This is an optimization exercise on Yosys and OpenROAD, whose aim is small area, a short achievable clock period and few clock cycles, not a production implementation.
Only simulation tests tie the RTL to the original design; equivalence was not proved.
No activity file was given, so power comes from the tool's default toggle rates.

[flow/run.sh]
#!/bin/bash
set -euo pipefail
bash standard.sh SETUP_SLACK_MARGIN=6.8 "BUFFER_PORTS_ARGS=-buffer_cell sky130_fd_sc_hd__buf_1" finish > flow_make.log 2>&1
[standard.sh]
#!/bin/bash
# synth_recipe.tcl (not shown) runs the flow's synth.tcl, then flattens the netlist and writes it again
# the make line also repeats each setting of config.mk as NAME=value (left out here)
make -C /OpenROAD-flow-scripts/flow DESIGN_CONFIG=/design/flow/config.mk WORK_HOME=/design/flow/orfs CLKGATE_MAP_FILE= SYNTH_SCRIPT=/design/flow/synth_recipe.tcl "${@:-finish}"
[config.mk]
export PLATFORM = sky130hd
export DESIGN_NAME = psiframe
export DESIGN_NICKNAME = psiframe
export VERILOG_FILES = /design/flow/design.v
export SDC_FILE = /design/flow/constraint.sdc
export NUM_CORES = 4
export LEC_CHECK = 0
export CAP_MARGIN = 20
export CORE_MARGIN = 2
export CORE_UTILIZATION = 60
export SETUP_SLACK_MARGIN = 5
export SLEW_MARGIN = 20
[constraint.sdc]
create_clock -name core_clock -period 10.0 [get_ports {clk}]
set_input_delay 2.0000 -clock core_clock [delete_from_list [all_inputs] [get_ports {clk}]]
set_output_delay 2.0000 -clock core_clock [all_outputs]
set_load 0.01 [all_outputs]
[design.v]
module psiframe_crc8 (
  input  wire [31:0] crc_in,
  input  wire [7:0]  data,
  output reg  [31:0] crc_out
);
  integer i;
  reg fb;
  always @(*) begin
    crc_out = crc_in;
    for (i = 7; i >= 0; i = i - 1) begin
      fb      = crc_out[31] ^ data[i];
      crc_out = {crc_out[30:0], 1'b0};
      if (fb)
        crc_out = crc_out ^ 32'h04C11DB7;
    end
  end
endmodule
module psiframe (
  input  wire        clk,
  input  wire        rst,         
  input  wire        cmd_valid,
  input  wire [63:0] cmd,
  output wire        cmd_ready,
  output wire        ev_valid,
  output wire [9:0]  ev,
  input  wire        ev_ready,
  output wire        idle,
  output wire [63:0] st
);
  localparam [1:0] M_IDLE = 2'd0, M_SEC = 2'd1, M_FAULT = 2'd3;
  localparam [2:0] F_SIZE = 3'd1, F_FIELD = 3'd2, F_SEQ = 3'd3, F_OPCODE = 3'd6;
  reg [1:0]  mode;
  reg [2:0]  fault;
  reg        legacy;
  reg [7:1]  accl;       
  reg [2:0]  nbits;
  reg [31:0] crc;
  reg [9:0]  seclen;
  reg        pc_v;
  reg        pc_me;      
  reg        pc_badop;   
  reg        pc_rsv;     
  reg        pc_abort;
  reg        pc_cfg;
  reg        pc_begin;
  reg        pc_sinkr;   
  reg        pc_putb;    
  reg        pc_nbad;    
  reg        pc_endc;
  reg        pc_endn;
  reg        pc_align;
  reg [4:0]  pc_nh;      
  reg [2:0]  pc_nl;      
  reg [3:0]  pc_lo;      
  reg [31:0] pc_d;
  reg        q_e;        
  reg [31:0] q_d;        
  reg [2:0]  q_cnt;      
  reg        q_crc;      
  reg        q_mk;       
  reg        q_ab;       
  reg        o_v;
  reg  [7:0] o_d;
  reg        o_m;        
  reg        o_body;     
  wire [7:0] op = cmd[63:56];
  wire rs_hi  = |cmd[55:38];
  wire rs_mid = |cmd[37:1];
  wire rs_lo  = cmd[0];
  wire rs_all = rs_hi | rs_mid | rs_lo;
  wire [5:0] n = cmd[37:32];
  wire op_nop   = op == 8'h00;
  wire op_abort = op == 8'h01;
  wire op_cfg   = op == 8'h02;
  wire op_begin = op == 8'h10;
  wire op_putb  = op == 8'h11;
  wire op_put1  = op == 8'h12;
  wire op_align = op == 8'h13;
  wire op_endc  = op == 8'h14;
  wire op_endn  = op == 8'h15;
  wire known = op_nop | op_abort | op_cfg | op_begin | op_putb | op_put1 |
               op_align | op_endc | op_endn;
  wire rsv   = (op_putb) ? rs_hi :
               (op_cfg | op_put1) ? (rs_hi | rs_mid) : rs_all;
  wire op_sink = op_putb | op_put1 | op_align;
  wire [4:0] nh_in = op_align ? 5'b00001 : op_endc ? 5'b10000 :
                     {n[5:3] == 3'd4, n[5:3] == 3'd3, n[5:3] == 3'd2,
                      n[5:3] == 3'd1, n[5:3] == 3'd0};
  wire [2:0] nl_in = op_align ? 3'd7 : op_endc ? 3'd0 : {n[2:1], n[0] | op_put1};
  assign ev_valid = o_v;
  assign ev       = {o_m, 1'b0, o_d};
  wire beat    = o_v & ev_ready;
  wire or_free = !o_v | ev_ready;
  wire [31:0] crc_next;
  psiframe_crc8 u_crc (.crc_in(crc), .data(o_d), .crc_out(crc_next));
  wire q_bytes = q_cnt != 3'd0;
  reg  [7:0] q_dbyte, q_cbyte;
  always @(*) begin
    case (q_cnt[1:0])
      2'd1:    begin q_dbyte = q_d[7:0];   q_cbyte = crc[7:0];   end
      2'd2:    begin q_dbyte = q_d[15:8];  q_cbyte = crc[15:8];  end
      2'd3:    begin q_dbyte = q_d[23:16]; q_cbyte = crc[23:16]; end
      default: begin q_dbyte = q_d[31:24]; q_cbyte = crc[31:24]; end
    endcase
  end
  wire [7:0] q_byte = q_crc ? q_cbyte : q_dbyte;
  wire guard  = q_bytes & q_crc & o_v & o_body;
  wire xfer   = or_free & !q_e & !guard;
  wire q_last = q_bytes ? (q_cnt == 3'd1 && !q_mk) : 1'b1;
  wire in_idle  = mode == M_IDLE;
  wire in_sec   = mode == M_SEC;
  wire in_fault = mode == M_FAULT;
  wire nb0      = nbits == 3'd0;
  wire pc_bad   = pc_badop | pc_rsv;
  wire       c   = pc_lo[3];
  wire [2:0] r   = pc_lo[2:0];
  wire [4:0] kh  = c ? {pc_nh[3:0], 1'b0} : pc_nh;
  wire       kz  = kh[0];
  wire [2:0] k   = {kh[4], kh[3] | kh[2], kh[3] | kh[1]};
  reg v_big;
  integer i;
  always @(*) begin
    v_big = 1'b0;
    for (i = 0; i < 32; i = i + 1)
      if (pc_d[i] && {pc_nh[4], pc_nh[3] | pc_nh[2], pc_nh[3] | pc_nh[1], pc_nl} <= i)
        v_big = 1'b1;
  end
  wire putx = pc_putb & (pc_nbad | v_big);
  wire sink = pc_sinkr & !putx;
  wire [3:0] fit;
  assign fit[0] = legacy ? (seclen <= 10'd182) : (seclen <= 10'd1020);
  assign fit[1] = legacy ? (seclen <= 10'd181) : (seclen <= 10'd1019);
  assign fit[2] = legacy ? (seclen <= 10'd180) : (seclen <= 10'd1018);
  assign fit[3] = legacy ? (seclen <= 10'd179) : (seclen <= 10'd1017);
  wire size_ok = kh[0] | (kh[1] & fit[0]) | (kh[2] & fit[1]) |
                 (kh[3] & fit[2]) | (kh[4] & fit[3]);
  assign cmd_ready = !pc_v | q_e | !pc_me;
  wire consume  = pc_v & (q_e | !pc_me);
  wire ab_go    = pc_v & q_e & pc_abort;                 
  wire ab_emit  = ab_go & !in_idle;
  wire cfg_go   = pc_v & pc_cfg & in_idle;
  wire begin_go = pc_v & q_e & pc_begin & in_idle;
  wire sink_go  = pc_v & sink & in_sec & size_ok & (kz | q_e);
  wire emit_go  = sink_go & !kz;
  wire endc_go  = pc_v & q_e & pc_endc & in_sec & nb0 & size_ok;
  wire endn_go  = pc_v & q_e & pc_endn & in_sec & nb0;
  wire need_idle = pc_cfg | pc_begin;
  wire need_sec  = pc_sinkr | pc_endc | pc_endn;
  wire seq_bad   = (need_idle & !in_idle) | (need_sec & !in_sec);
  wire end_bad   = (pc_endc | pc_endn) & !nb0;
  wire faulty    = pc_bad | seq_bad | putx | end_bad |
                   ((pc_sinkr | pc_endc) & !size_ok);
  wire fault_go  = consume & !in_fault & faulty;
  reg [2:0] fcode;
  always @(*) begin
    if (pc_bad)         fcode = pc_badop ? F_OPCODE : F_FIELD;
    else if (seq_bad)   fcode = F_SEQ;
    else if (putx)      fcode = F_FIELD;
    else if (end_bad)   fcode = F_SEQ;
    else                fcode = F_SIZE;
  end
  wire [39:0] t = {pc_d, 8'd0} >> r;
  wire [7:0] acc8 = {accl, 1'b0};
  reg  [31:0] pk;
  always @(*) begin
    pk = t[39:8];
    pk[7:0]   = pk[7:0]   | (kh[1] ? acc8 : 8'd0);
    pk[15:8]  = pk[15:8]  | (kh[2] ? acc8 : 8'd0);
    pk[23:16] = pk[23:16] | (kh[3] ? acc8 : 8'd0);
    pk[31:24] = pk[31:24] | (kh[4] ? acc8 : 8'd0);
  end
  wire [7:0] first = ({8{kh[1]}} & pk[7:0])   | ({8{kh[2]}} & pk[15:8]) |
                     ({8{kh[3]}} & pk[23:16]) | ({8{kh[4]}} & pk[31:24]);
  wire [9:0] len = seclen + {7'd0, k};
  wire clr = ab_go | begin_go;       
  wire push = (emit_go & !(or_free & kh[1])) | endc_go | endn_go | ab_emit;
  wire q_e_next = q_e ? !push : (xfer & q_last);
  wire [2:0] nbits_next = clr ? 3'd0 : sink_go ? (pc_align ? 3'd0 : r) : nbits;
  wire [2:0] nbits_pred = !pc_v ? nbits :
                          pc_sinkr ? (pc_align ? 3'd0 : r) :
                          (pc_begin | pc_abort) ? 3'd0 : nbits;
  wire [3:0] lo_b  = {1'b0, nbits_pred} + {1'b0, n[2:0]};
  wire [3:0] lo_1  = {1'b0, nbits_pred} + 4'd1;
  wire [3:0] lo_7  = {1'b0, nbits_pred} + 4'd7;
  wire [3:0] lo_in = op_put1 ? lo_1 : op_align ? lo_7 : op_endc ? {1'b0, nbits_pred} : lo_b;
  wire me_in = !((op_putb & (n[5:3] == 3'd0) & !lo_b[3]) |
                 (op_put1 & (nbits_pred != 3'd7)) |
                 (op_align & (nbits_pred == 3'd0)));
  wire take = cmd_valid & cmd_ready;
  wire pc_v_next  = cmd_ready ? cmd_valid : pc_v;
  wire pc_me_next = take ? me_in : pc_me;
  always @(posedge clk) begin
    if (take) begin
      pc_badop <= !known;
      pc_rsv   <= known & rsv;
      pc_abort <= op_abort & !rs_all;
      pc_cfg   <= op_cfg & !rsv;
      pc_begin <= op_begin & !rsv;
      pc_sinkr <= op_sink & !rsv;
      pc_putb  <= op_putb;
      pc_nbad  <= (n == 6'd0) || (n > 6'd32);
      pc_endc  <= op_endc & !rsv;
      pc_endn  <= op_endn & !rsv;
      pc_align <= op_align;
      pc_nh    <= nh_in;
      pc_nl    <= nl_in;
      pc_lo    <= lo_in;
      pc_d     <= cmd[31:0];
    end
    if (q_e)
      q_d <= pk;
    if (or_free) begin
      o_d    <= q_e ? first : (q_bytes ? q_byte : {6'd0, q_ab, q_ab});
      o_m    <= !q_e & !q_bytes;
      o_body <= q_e | (q_bytes & !q_crc);
    end else if (ab_go)
      o_body <= 1'b0;
    if (rst) begin
      pc_v   <= 1'b0;
      pc_me  <= 1'b0;
      mode   <= M_IDLE;
      fault  <= 3'd0;
      legacy <= 1'b0;
      accl   <= 7'd0;
      nbits  <= 3'd0;
      crc    <= 32'hFFFFFFFF;
      seclen <= 10'd0;
      q_e    <= 1'b1;
      q_cnt  <= 3'd0;
      q_mk   <= 1'b0;
      o_v    <= 1'b0;
    end else begin
      pc_v  <= pc_v_next;
      pc_me <= pc_me_next;
      q_e   <= q_e_next;
      if (or_free)
        o_v <= q_e ? emit_go : !guard;
      if (clr)
        crc <= 32'hFFFFFFFF;
      else if (beat & o_body)
        crc <= crc_next;
      if (ab_go | endc_go | endn_go | fault_go)
        mode <= ab_go ? M_IDLE : endc_go ? M_IDLE : endn_go ? M_IDLE : M_FAULT;
      else if (begin_go)
        mode <= M_SEC;
      if (ab_go)
        fault <= 3'd0;
      else if (fault_go)
        fault <= fcode;
      if (cfg_go)
        legacy <= pc_d[0];
      nbits <= nbits_next;
      if (clr) begin
        accl   <= 7'd0;
        seclen <= 10'd0;
      end else begin
        if (sink_go)
          accl   <= t[7:1] | (kz ? accl : 7'd0);
        if (sink_go | endc_go)
          seclen <= len;
      end
      if (xfer) begin
        if (q_bytes)
          q_cnt <= q_cnt - 3'd1;
        else
          q_mk  <= 1'b0;
      end
      if (emit_go) begin
        q_cnt <= or_free ? k - 3'd1 : k;
        q_crc <= 1'b0;
        q_mk  <= 1'b0;
      end
      if (endc_go) begin
        q_cnt <= 3'd4;
        q_crc <= 1'b1;
        q_mk  <= 1'b1;
        q_ab  <= 1'b0;
      end
      if (endn_go) begin
        q_mk  <= 1'b1;
        q_ab  <= 1'b0;
      end
      if (ab_emit) begin
        q_cnt <= 3'd0;
        q_mk  <= 1'b1;
        q_ab  <= 1'b1;
      end
    end
  end
  assign idle = !pc_v & q_e & !o_v;
  assign st = {crc, 1'b0, 8'd0, 2'b00, seclen, nbits, 1'b0, legacy, 1'b0, fault, mode};
endmodule
==> results.cfg, run 1 <==
[outcome]
status = finished clean

[clock_network]
worstSkewPairLatency_ns = 0.42
clk_pin_slew_ns = 0.06
cts.sinks = 165
cts_buffers = 17
cts_root_buf = clkbuf_16
cts_tree = built
cts.path.max_buffers = 2
htree_levels = 4

[final_layout]
postLayoutCellArea_um2 = 11700
final_cell_mix = nand2_1 (127), buf_1 (123), edfxtp_1 (99), nor2_1 (93), a21oi_1 (69)
antenna_cells = 0
area_growth_pct = 17.2
utilization_pct = 71.2
stdcell_count = 1434
final_common_cell = nand2_1
nets = 1287
drive_above_1_share_pct = 11.8

[synthesis]
async_reset_ff_share_pct = 0
synth_edf_count = 99
yosys_most_used_dff = edfxtp_1
ys_warn_count = 2
postSynthCellCount = 1082
synth_area_um2 = 9970
synth-seq-cells = 165
synth.distinct_cells = 69
avgSynthCellArea_um2 = 9.22
seq_area_frac_synth_pct = 43.1

[critical_path]
cp-start-kind = flip-flop
cp_slowest_stage_delay_ns = 0.36
worstSetupPathType = reg -> out
critPathCaptureType = output pin
path_cells = clkinvlp_4, buf_6, nor3_4, buf_2
slowest_stage = dfxtp_4
cp_data_required_time_ns = 8.00
crit_arrival_ns = 1.24
cp_max_fo = 4

[timing]
finClkSkew_ns = 0.0101
setup-violations-final = 0
max_freq_ghz = 0.309
period_share_pct = 32.4
layout_min_cycle_time_ns = 3.24
tns_ns = 0
hold_viol = 0
slew_violations = 0
tightest_slew_ns = 1.02
whs_ns = 0.457
rsz0062_at_grt = yes
relSlewSlack_pct = 31.8

[global_routing]
grt_pass1_vias = 8204
grt-ovfl-total = 0
grt_usage_pct = 31.4
grt_max_degree = 57
antenna_found_initial = 0
grt_pass1_wl_um = 43800

[route]
vias = 8860
first_iter_violations = 830
antenna_left = 0
via_per_inst = 6.18
remaining_drc_errors = 0
wl_per_cell_um = 19.5
routed_wl_um = 28000
dr.pass1.iters = 9

[power]
ir_worst_vdd_mv = 0.137
leakage_nw = 4.42
power_density_nw_per_um2 = 167

[floorplanning]
core_region_area_um2 = 16400
start_util_pct = 60.8
ios = 145
rows = 47
die_x_um = 133
dieArea_um2 = 17700
die_y_um = 133

[placement]
dp_hpwl_um = 19500
globalplace.congestion = 0.930
post_dp_cell_area_um2 = 10600
dp_cells = 1373
io_buffers = 130

[flow_run]
maxCapViolCount = 0

[hold_path]
hold_class = reg -> reg
-- final timing paths --
| check | from | cells after the start | slack [ns] | end |
|---|---|---|---|---|
| hold reg to reg | fault[0] | 2 | 0.46 | fault[0] |
| setup / recovery | q_e | 4 | 6.76 | idle |
| setup reg to reg | pc_nh[2] | 9 | 6.88 | q_e |
| hold / removal | fault[0] | 2 | 0.46 | fault[0] |
-- final cells by class --
cell class              instances  area [um^2]
multi-input cells             817         5500
fillers                      1290         4720
flip-flops and latches        165         4300
repair buffers                169          887
clock buffers                  24          536
well taps                     220          275
inverters                      31          133
clock inverters                 8         56.3
-- registers in the layout, summed over array words and instances, names as in the netlist, 4 cells and up --
register	flops
crc	32
pc_nh	5
pc_lo	4
o_d	8
accl	7
pc_d	32
seclen	10
q_d	32
-- cells in the mapped netlist (15+ instances only) --
cell / number / share of area, %
a21oi_1: 69 / 3.5
a222oi_1: 18 / 1.8
buf_4: 18 / 1.4
clkbuf_1: 47 / 1.8
dfxtp_1: 66 / 13
edfxtp_1: 99 / 30
ha_1: 16 / 2.0
inv_1: 31 / 1.2
mux2_2: 15 / 1.7
mux2i_1: 33 / 3.3
nand2_1: 128 / 4.8
nand2b_1: 16 / 1.0
nand3_1: 41 / 2.1
nor2_1: 95 / 3.6
nor3_1: 21 / 1.1
nor4_1: 20 / 1.3
o211ai_1: 47 / 3.5
o21ai_0: 45 / 2.3
xnor2_1: 60 / 5.3
xor2_1: 21 / 1.8
-- metrics by stage --
stage / setup WS (ns) / total power, mW
2_1_floorplan: 6.32 / 1.18
3_3_place_gp: 5.90 / 1.29
3_5_place_dp: 5.88 / 1.29
4_1_cts: 6.67 / 1.95
5_1_grt: 6.69 / 2.04
6_report: 6.76 / 1.95
-- critical path, delay by kind of cell (launching register included) --
kind | cells | cell delay, ns
buffers and inverters | 3 | 0.37
DFF | 1 | 0.36
and+or+nand+nor | 1 | 0.09
-- cell families after synthesis --
family | synth area share [%]
AO/OA/AOI/OAI | 19.2
XOR/XNOR | 7.11
adder cells (fa/ha/maj) | 2.41
buffers and inverters | 5.06
flip-flops | 43.1
multiplexers | 5.91
other | 0.0376
AND/OR/NAND/NOR | 17.3
-- where the power goes --
group,leakage [nW],internal (mW),switching [mW]
clock,0.298,0.378,0.273
combinational,2.57,0.207,0.282
sequential,1.55,0.775,0.0372
total,4.42,1.36,0.593
-- routing by layer --
layer | vias up | track usage, % | wire length (um)
met1 | 4211 | 42.4 | 12000
li1 | 4223 | - | -
met3 | 44 | 4.90 | 1800
met2 | 382 | 52.4 | 13700
met5 | - | 0 | 0
met4 | 0 | 9.44 | 518
-- repair_timing --
action	4_1_cts	5_1_grt
endpoints found under the setup margin	38	27
buffers inserted	19	10
hold buffers	0	0
pin swaps	11	13
gates resized for setup	32	29
Testbench counts, summed over its fixed seeds: cycles 110,582.
==> run 2: changes to the inputs <==
==> flow/run.sh (replaced) <==
#!/bin/bash
set -euo pipefail
bash standard.sh SETUP_SLACK_MARGIN=6.6 finish > flow_make.log 2>&1
==> results.cfg, run 2 <==
[outcome]
status = finished clean

[critical_path]
cp-start-kind = flip-flop
cp_max_fo = 5
critPathCaptureType = output pin
worstSetupPathType = reg -> out
cp_slowest_stage_delay_ns = 0.54
crit_arrival_ns = 1.37
path_cells = clkdlybuf4s50_1
crit_buf_inv = 1
path_delay_family = buffers and inverters
slowest_stage = clkdlybuf4s50_1
cp_data_required_time_ns = 8.00

[final_layout]
drive_above_1_share_pct = 14.5
utilization_pct = 76.4
postLayoutCellArea_um2 = 12500
top_regs = crc: 32 flops, pc_d: 32 flops, q_d: 32 flops
nets = 1291
area_growth_pct = 25.8
final_cell_mix = nand2_1 (128), edfxtp_1 (99), nor2_1 (94), a21oi_1 (69), xnor2_1 (60)
antenna_cells = 0
stdcell_count = 1438
final_common_cell = nand2_1

[timing]
max_freq_ghz = 0.296
finClkSkew_ns = 0.0168
tightest_slew_ns = 1.05
setup-violations-final = 0
relSlewSlack_pct = 30.2
setup_ws_ns = 6.63
tns_ns = 0
period_share_pct = 33.7
layout_min_cycle_time_ns = 3.37
hold_viol = 0
slew_violations = 0
rsz0062_at_grt = yes

[clock_network]
hold_buffers = 0
cts_buffers = 17
cts_tree = built
worstSkewPairLatency_ns = 0.44
cts.path.max_buffers = 2
clk_pin_slew_ns = 0.06
htree_levels = 4
cts.sinks = 165
cts_root_buf = clkbuf_16

[synthesis]
ys_top_cells_by_area = edfxtp_1 (30%), dfxtp_1 (13%), xnor2_1 (5.3%)
avgSynthCellArea_um2 = 9.22
synth.distinct_cells = 69
synth_commonest_cells = nand2_1 (128), edfxtp_1 (99), nor2_1 (95), a21oi_1 (69), dfxtp_1 (66)
synth-seq-cells = 165
postSynthCellCount = 1082
seq_area_frac_synth_pct = 43.1
synth_top_cell_area_share_pct = 29.8
synth_area_um2 = 9970
async_reset_ff_share_pct = 0
synth_most_common_cell = nand2_1
yosys_most_used_dff = edfxtp_1
synth_edf_count = 99
ys_warn_count = 2
yosysTopAreaCell = edfxtp_1

[global_routing]
grt_usage_pct = 31.7
grt-ovfl-total = 0
antenna_found_initial = 0
grt_pass1_wl_um = 44400
grt_pass1_vias = 8210
grt_max_degree = 57

[route]
dr.pass1.iters = 8
vias = 9120
remaining_drc_errors = 0
wl_per_cell_um = 20.0
antenna_left = 0
routed_wl_um = 28700
via_per_inst = 6.34
first_iter_violations = 981

[power]
seqPwrFrac_pct = 41.7
clock_power_share_pct = 31.4
leakage_nw = 5.00
ir_worst_vdd_mv = 0.139
combPwrFrac_pct = 26.9
switching_share_pct = 30.8
power_density_nw_per_um2 = 155
p_switching_mw = 0.599
intPower_mw = 1.35

[placement]
globalplace.congestion = 0.913
post_dp_cell_area_um2 = 11400
io_buffers = 130
dp_cells = 1372
dp_hpwl_um = 19800
post-place-ws_ns = 5.53

[flow_run]
maxCapViolCount = 0

[floorplanning]
core_region_area_um2 = 16400
rows = 47
die_x_um = 133
start_util_pct = 60.8
dieArea_um2 = 17700
die_y_um = 133
ios = 145

[hold_path]
hold_class = reg -> reg
[run 2: cell counts after synthesis]
No cell type changed its count.
[run 2: power by group through the flow]
stage	sequential (mW)	combinational, mW	clock (mW)
global route	0.816	0.564	0.642
detailed placement	0.831	0.496	0
floorplan	0.817	0.364	0
global placement	0.830	0.488	0
CTS	0.811	0.509	0.614
finish	0.812	0.523	0.611
[run 2: worst paths after layout]
| path | startpoint | endpoint | slack, ns | depth (start not counted) |
|---|---|---|---|---|
| worst min-delay path | fault[0] | fault[0] | 0.46 | 2 |
| worst max-delay path | o_v | ev_valid | 6.63 | 1 |
| worst max register to register | pc_nl[0] | q_e | 6.64 | 10 |
| worst min register to register | fault[0] | fault[0] | 0.46 | 2 |
[run 2: layout make-up]
class	count	area (um^2)
Clock buffer	20	437
Sequential cell	165	4360
Multi-Input combinational cell	817	5520
Timing Repair Buffer	173	1710
Clock inverter	12	106
Fill cell	1183	3860
Tap cell	220	275
Inverter	31	135
[run 2: timing repair]
item / CTS / global route
setup endpoints to repair: 111 / 125
cloned: 0 / 0
pin swaps: 23 / 19
buffers inserted: 19 / 15
resized for setup: 117 / 68
[run 2: through the flow]
stage / power, mW / hold WS (ns)
after CTS: 1.93 / 0.468
after global placement: 1.32 / 0.446
final: 1.95 / 0.462
after global routing: 2.02 / 0.494
after floorplan: 1.18 / 0.469
after detailed placement: 1.33 / 0.458
[run 2: cells by family after synthesis]
kind of cell	after synthesis	share of synthesized area [%]
simple gates	372	17.3
compound gates	280	19.2
flops	165	43.1
buf+inv	113	5.06
xor+xnor	81	7.11
mux	52	5.91
fa+ha+maj	18	2.41
other cells	1	0.0376
[run 2: per-layer routing]
layer,vias to the layer above,global-route usage (%),share of wire [%]
met5,-,0,0
met4,0,12.5,3.2
met3,83,5.40,8.5
met2,552,51.9,48
met1,4262,42.3,40
li1,4223,-,-
==> run 3: changes to the inputs <==
==> flow/run.sh (replaced) <==
#!/bin/bash
set -euo pipefail
bash standard.sh SETUP_SLACK_MARGIN=7.0 "BUFFER_PORTS_ARGS=-buffer_cell sky130_fd_sc_hd__buf_1" finish > flow_make.log 2>&1
==> results.cfg, run 3 <==
[timing]
finClkSkew_ns = 0.00883
rsz0062_at_grt = yes
tns_ns = 0
relSlewSlack_pct = 30.0
period_share_pct = 32.2
hold_viol = 0
slew_violations = 0
setup_ws_ns = 6.78
max_freq_ghz = 0.310
layout_min_cycle_time_ns = 3.22
tightest_slew_ns = 1.05
setup-violations-final = 0

[placement]
globalplace.congestion = 0.926
io_buffers = 130
dp_cells = 1373
post-place-ws_ns = 5.89
dp_hpwl_um = 19600
post_dp_cell_area_um2 = 10600

[clock_network]
cts_root_buf = clkbuf_16
clk_pin_slew_ns = 0.06
htree_levels = 4
cts_buffers = 17
cts.sinks = 165
cts.path.max_buffers = 2
cts_tree = built
worstSkewPairLatency_ns = 0.43

[synthesis]
synth_most_common_cell = nand2_1
yosys_most_used_dff = edfxtp_1
ys_warn_count = 2
seq_area_frac_synth_pct = 43.1
synth_top_cell_area_share_pct = 29.8
yosysTopAreaCell = edfxtp_1
avgSynthCellArea_um2 = 9.22
ys_top_cells_by_area = edfxtp_1 (30%), dfxtp_1 (13%), xnor2_1 (5.3%)
async_reset_ff_share_pct = 0
synth.distinct_cells = 69
synth_edf_count = 99
synth_area_um2 = 9970
postSynthCellCount = 1082
synth-seq-cells = 165
synth_commonest_cells = nand2_1 (128), edfxtp_1 (99), nor2_1 (95), a21oi_1 (69), dfxtp_1 (66)

[final_layout]
final_cell_mix = nand2_1 (125), edfxtp_1 (99), nor2_1 (88), buf_1 (85), a21oi_1 (69)
nets = 1317
postLayoutCellArea_um2 = 12300
area_growth_pct = 23.1
stdcell_count = 1464
final_common_cell = nand2_1
antenna_cells = 0
drive_above_1_share_pct = 22.4
fillers = 1195
top_regs = crc: 32 flops, pc_d: 32 flops, q_d: 32 flops

[route]
top_layer = met4
routed_wl_um = 29300
via_per_inst = 6.32
wl_met3_um = 2140
vias = 9255
antenna_left = 0
wl_per_cell_um = 20.0
remaining_drc_errors = 0
wl_met2_um = 14100
dr.pass1.iters = 8
first_iter_violations = 963
wl_met1_um = 12100

[critical_path]
worstSetupPathType = reg -> out
critPathCaptureType = output pin
cp-start-kind = flip-flop
path_cells = clkinvlp_4, nor3_4, buf_2
slowest_stage = dfxtp_4
crit_arrival_ns = 1.22
cp.depth = 3
cp_max_fo = 4
crit_buf_inv = 2
cp_data_required_time_ns = 8.00
cp_slowest_stage_delay_ns = 0.37
reg2regPathDepth = 9
path_delay_family = flip-flops

[global_routing]
grt_max_degree = 57
antenna_found_initial = 0
grt_pass1_vias = 8313
grt-ovfl-total = 0
grt_pass1_wl_um = 44500
grt_usage_pct = 31.9

[flow_run]
maxCapViolCount = 0

[floorplanning]
ios = 145
rows = 47
start_util_pct = 60.8
die_y_um = 133
core_region_area_um2 = 16400
die_x_um = 133
dieArea_um2 = 17700

[hold_path]
hold_class = reg -> reg
hold_path_depth = 2

[power]
ir_worst_vdd_mv = 0.123
leakage_nw = 4.72
power_density_nw_per_um2 = 164

[outcome]
status = finished clean
==> run 3: final timing paths <==
kind | from | endpoint | slack [ns]
setup / recovery | q_e | idle | 6.78
hold / removal | fault[0] | fault[0] | 0.46
hold reg to reg | fault[0] | fault[0] | 0.46
setup reg to reg | pc_nl[0] | q_e | 6.97
==> run 3: layout make-up <==
class	count	area, um^2	area share (%)
Multi-Input combinational cell	817	5670	46.2
Sequential cell	165	4380	35.7
Timing Repair Buffer	199	1210	9.86
Clock buffer	24	452	3.68
Tap cell	220	275	2.24
Clock inverter	8	151	1.23
Inverter	31	138	1.12
==> run 3: power breakdown <==
| group | switching (mW) | internal [mW] |
|---|---|---|
| clock network | 0.266 | 0.419 |
| registers | 0.0362 | 0.774 |
| logic | 0.297 | 0.224 |
| total | 0.600 | 1.42 |
==> run 3: metrics by stage <==
| step | power, mW | hold WS [ns] | utilization [%] |
|---|---|---|---|
| after global placement | 1.29 | 0.449 | 64.7 |
| after detailed placement | 1.30 | 0.459 | 64.8 |
| final | 2.02 | 0.464 | 74.8 |
| after global routing | 2.09 | 0.498 | 74.8 |
| after floorplan | 1.19 | 0.464 | - |
| after CTS | 1.99 | 0.468 | 72.1 |
==> run 3: cells by family after synthesis <==
group	share of synthesized area, %
simple gates	17.3
fa+ha+maj	2.41
buf+inv	5.06
mux	5.91
other cells	0.0376
compound gates	19.2
xor+xnor	7.11
flops	43.1
==> run 3: routing by layer <==
metal | vias to the layer above | global-route usage, %
met2 | 486 | 52.2
met1 | 4403 | 42.4
li1 | 4281 | -
met4 | 0 | 12.9
met5 | - | 0
met3 | 85 | 5.06
==> run 3: worst min-delay path, cell delays in order, from the launching register on <==
cell	delay [ns]
dfxtp_1	0.31
nand2_1	0.05
a21oi_1	0.06
==> run 3: repair_timing <==
action / 4_1_cts / 5_1_grt
gates resized for setup: 103 / 101
hold buffers: 0 / 0
pin swaps: 20 / 31
endpoints found under the setup margin: 146 / 97
buffers inserted: 38 / 21
==> run 4: changes to the inputs <==
==> flow/run.sh (replaced) <==
#!/bin/bash
set -euo pipefail
bash standard.sh SETUP_SLACK_MARGIN=6.9 "BUFFER_PORTS_ARGS=-buffer_cell sky130_fd_sc_hd__buf_1" finish > flow_make.log 2>&1
--- a/config.mk
+++ b/config.mk
@@ -8,5 +8,6 @@
 export CAP_MARGIN = 20
 export CORE_MARGIN = 2
 export CORE_UTILIZATION = 60
+export CTS_BUF_LIST = sky130_fd_sc_hd__clkbuf_4 sky130_fd_sc_hd__clkbuf_8
 export SETUP_SLACK_MARGIN = 5
 export SLEW_MARGIN = 20
==> results.cfg, run 4 <==
[floorplanning]
dieArea_um2 = 17700
core_region_area_um2 = 16400
die_y_um = 133
rows = 47
start_util_pct = 60.8
ios = 145
die_x_um = 133

[synthesis]
yosys_most_used_dff = edfxtp_1
async_reset_ff_share_pct = 0
synth_area_um2 = 9970
synth_commonest_cells = nand2_1 (128), edfxtp_1 (99), nor2_1 (95), a21oi_1 (69), dfxtp_1 (66)
synth_top_cell_area_share_pct = 29.8
synth_edf_count = 99
synth-seq-cells = 165
seq_area_frac_synth_pct = 43.1
ys_top_cells_by_area = edfxtp_1 (30%), dfxtp_1 (13%), xnor2_1 (5.3%)
synth_most_common_cell = nand2_1
postSynthCellCount = 1082
synth.distinct_cells = 69
ys_warn_count = 2
avgSynthCellArea_um2 = 9.22
yosysTopAreaCell = edfxtp_1

[critical_path]
cp_common_cell = buf_6
cp.depth = 9
slowest_stage = nor4_4
path_cells = buf_6, nor4_4, buf_4, nand3_4, nor3_4, buf_6, nand2_2, o211ai_1, o21ai_1
reg2regPathDepth = 9
crit_buf_inv = 3
worstSetupPathType = in -> reg
cp_data_required_time_ns = 10.18
crit_arrival_ns = 3.54
path_delay_family = simple AND/OR/NAND/NOR gates
cp-start-kind = input pin
cp_max_fo = 5
critPathCaptureType = flip-flop
cp_slowest_stage_delay_ns = 0.32

[timing]
period_share_pct = 33.5
relSlewSlack_pct = 29.0
hold_viol = 0
slew_violations = 0
tns_ns = 0
finClkSkew_ns = 0.0154
rsz0062_at_grt = yes
layout_min_cycle_time_ns = 3.35
max_freq_ghz = 0.298
whs_ns = 0.465
tightest_slew_ns = 1.06
setup-violations-final = 0

[placement]
io_buffers = 130
globalplace.congestion = 0.944
dp_cells = 1373
dp_hpwl_um = 19700
post_dp_cell_area_um2 = 10600

[clock_network]
cts_root_buf = clkbuf_8
cts_tree = built
htree_levels = 4
worstSkewPairLatency_ns = 0.46
hold_buffers = 0
cts.sinks = 165
cts_buffers = 17
cts.path.max_buffers = 2
clk_pin_slew_ns = 0.09

[final_layout]
nets = 1292
fillers = 1314
stdcell_count = 1439
postLayoutCellArea_um2 = 11700
drive_above_1_share_pct = 15.2
final_common_cell = nand2_1
antenna_cells = 0
area_growth_pct = 17.0
final_cell_mix = nand2_1 (126), buf_1 (114), edfxtp_1 (99), nor2_1 (93), a21oi_1 (67)
top_regs = crc: 32 flops, pc_d: 32 flops, q_d: 32 flops

[global_routing]
grt_util_met1_pct = 43.7
grtUsageMet3_pct = 4.29
antenna_found_initial = 0
busiest_layer = met2
grt_max_degree = 57
grt-ovfl-total = 0
grtUsageMet2_pct = 52.0
grt_pass1_wl_um = 44500
grt_pass1_vias = 8253
grt_usage_pct = 31.8

[route]
remaining_drc_errors = 0
vias = 9067
routed_wl_um = 28400
antenna_left = 0
via_per_inst = 6.30
wl_per_cell_um = 19.8
dr.pass1.iters = 9
first_iter_violations = 880

[hold_path]
hold_path_depth = 2
hold_class = reg -> reg

[flow_run]
maxCapViolCount = 0

[outcome]
status = finished clean

[power]
power_density_nw_per_um2 = 154
leakage_nw = 4.41
ir_worst_vdd_mv = 0.111
## run 4: cell counts after synthesis
Identical to the previous run, type by type.
## run 4: power by group
| group | switching [mW] | total [mW] | internal, mW |
|---|---|---|---|
| registers | 0.0372 | 0.811 | 0.774 |
| logic | 0.285 | 0.495 | 0.210 |
| clock network | 0.247 | 0.493 | 0.246 |
| total | 0.570 | 1.80 | 1.23 |
## run 4: final timing paths
| path | slack (ns) | endpoint | from |
|---|---|---|---|
| max | 6.65 | pc_lo[0] | cmd[62] |
| min | 0.46 | fault[0] | fault[0] |
| max reg2reg | 6.93 | q_e | pc_nl[2] |
| min reg2reg | 0.46 | fault[0] | fault[0] |
## run 4: layer usage
metal | up-vias | share of wire, %
met2 | 444 | 48
met5 | - | 0
li1 | 4234 | -
met3 | 65 | 7.3
met4 | 0 | 2.6
met1 | 4324 | 42
## run 4: cells by family after synthesis
logic type                 share of synthesized area (%)
AOI/OAI and AO/OA                                   19.2
xor gates and xnor gates                            7.11
adders and majority gates                           2.41
buffers and inverters                               5.06
DFF                                                 43.1
muxes                                               5.91
other                                             0.0376
and+or+nand+nor                                     17.3
## run 4: layout make-up
| cell class | instances | area [um^2] | area share (%) |
|---|---|---|---|
| clock buffer | 23 | 292 | 2.50 |
| tap | 220 | 275 | 2.36 |
| timing repair buffer | 174 | 955 | 8.18 |
| clock inverter | 9 | 103 | 0.879 |
| sequential | 165 | 4330 | 37.1 |
| inverter | 31 | 135 | 1.16 |
| multi-input combinational | 817 | 5580 | 47.8 |
## run 4: stage by stage
stage | util (%) | power, mW | setup slack [ns]
detailed placement | 64.7 | 1.29 | 5.84
CTS | 69.3 | 1.79 | 6.74
finish | 71.1 | 1.80 | 6.65
global route | 71.1 | 1.88 | 6.62
global placement | 64.6 | 1.29 | 5.89
floorplan | - | 1.19 | 6.32
## run 4: repair_timing
action,CTS,global route
pin swaps,13,18
setup buffers,23,11
resized for setup,48,62
setup endpoints to repair,52,49
## run 4: worst register-to-register path, stage by stage (launching register included)
cell and delay [ns]:
edfxtp_1 0.60, buf_2 0.31, nand2_1 0.08, a32oi_1 0.20
nand3_1 0.11, o311ai_1 0.40, nand4_1 0.23, or3b_4 0.53
a21o_1 0.19, a311o_1 0.33

-- re-timing with driven ports --
The results above use ideal ports. As a check the final layouts listed here were re-extracted and re-timed, cells and wires unchanged. Step 1 assumes that a clkbuf_16 drives the clock port and a buf_2 every other input. Step 2 adds t to the input delays and takes it off the output delays; t is the mean of the earliest and latest rising clock arrival at the registers after step 1. Input paths then give back, and output paths get back, about the clock's delay inside the block. a / b / c = no drivers / after step 1 / after step 2; a / b = the first two.
run	t (ns)	setup slack, ns	clock arrival spread, ns	worst register clock-pin slew, ns
run 1	0.464	6.760 / 6.717 / 6.309	0.012 / 0.012	0.07 / 0.07
run 2	0.468	6.627 / 6.588 / 6.200	0.017 / 0.017	0.07 / 0.07
run 3	0.467	6.776 / 6.734 / 6.342	0.009 / 0.009	0.06 / 0.06
run 4	0.486	6.647 / 6.650 / 6.164	0.016 / 0.016	0.09 / 0.09
After both steps setup and hold are still met in every run listed. The setup slack of run 4, which loses most, moves by +0.003 ns with the drivers and by -0.483 ns with both steps.
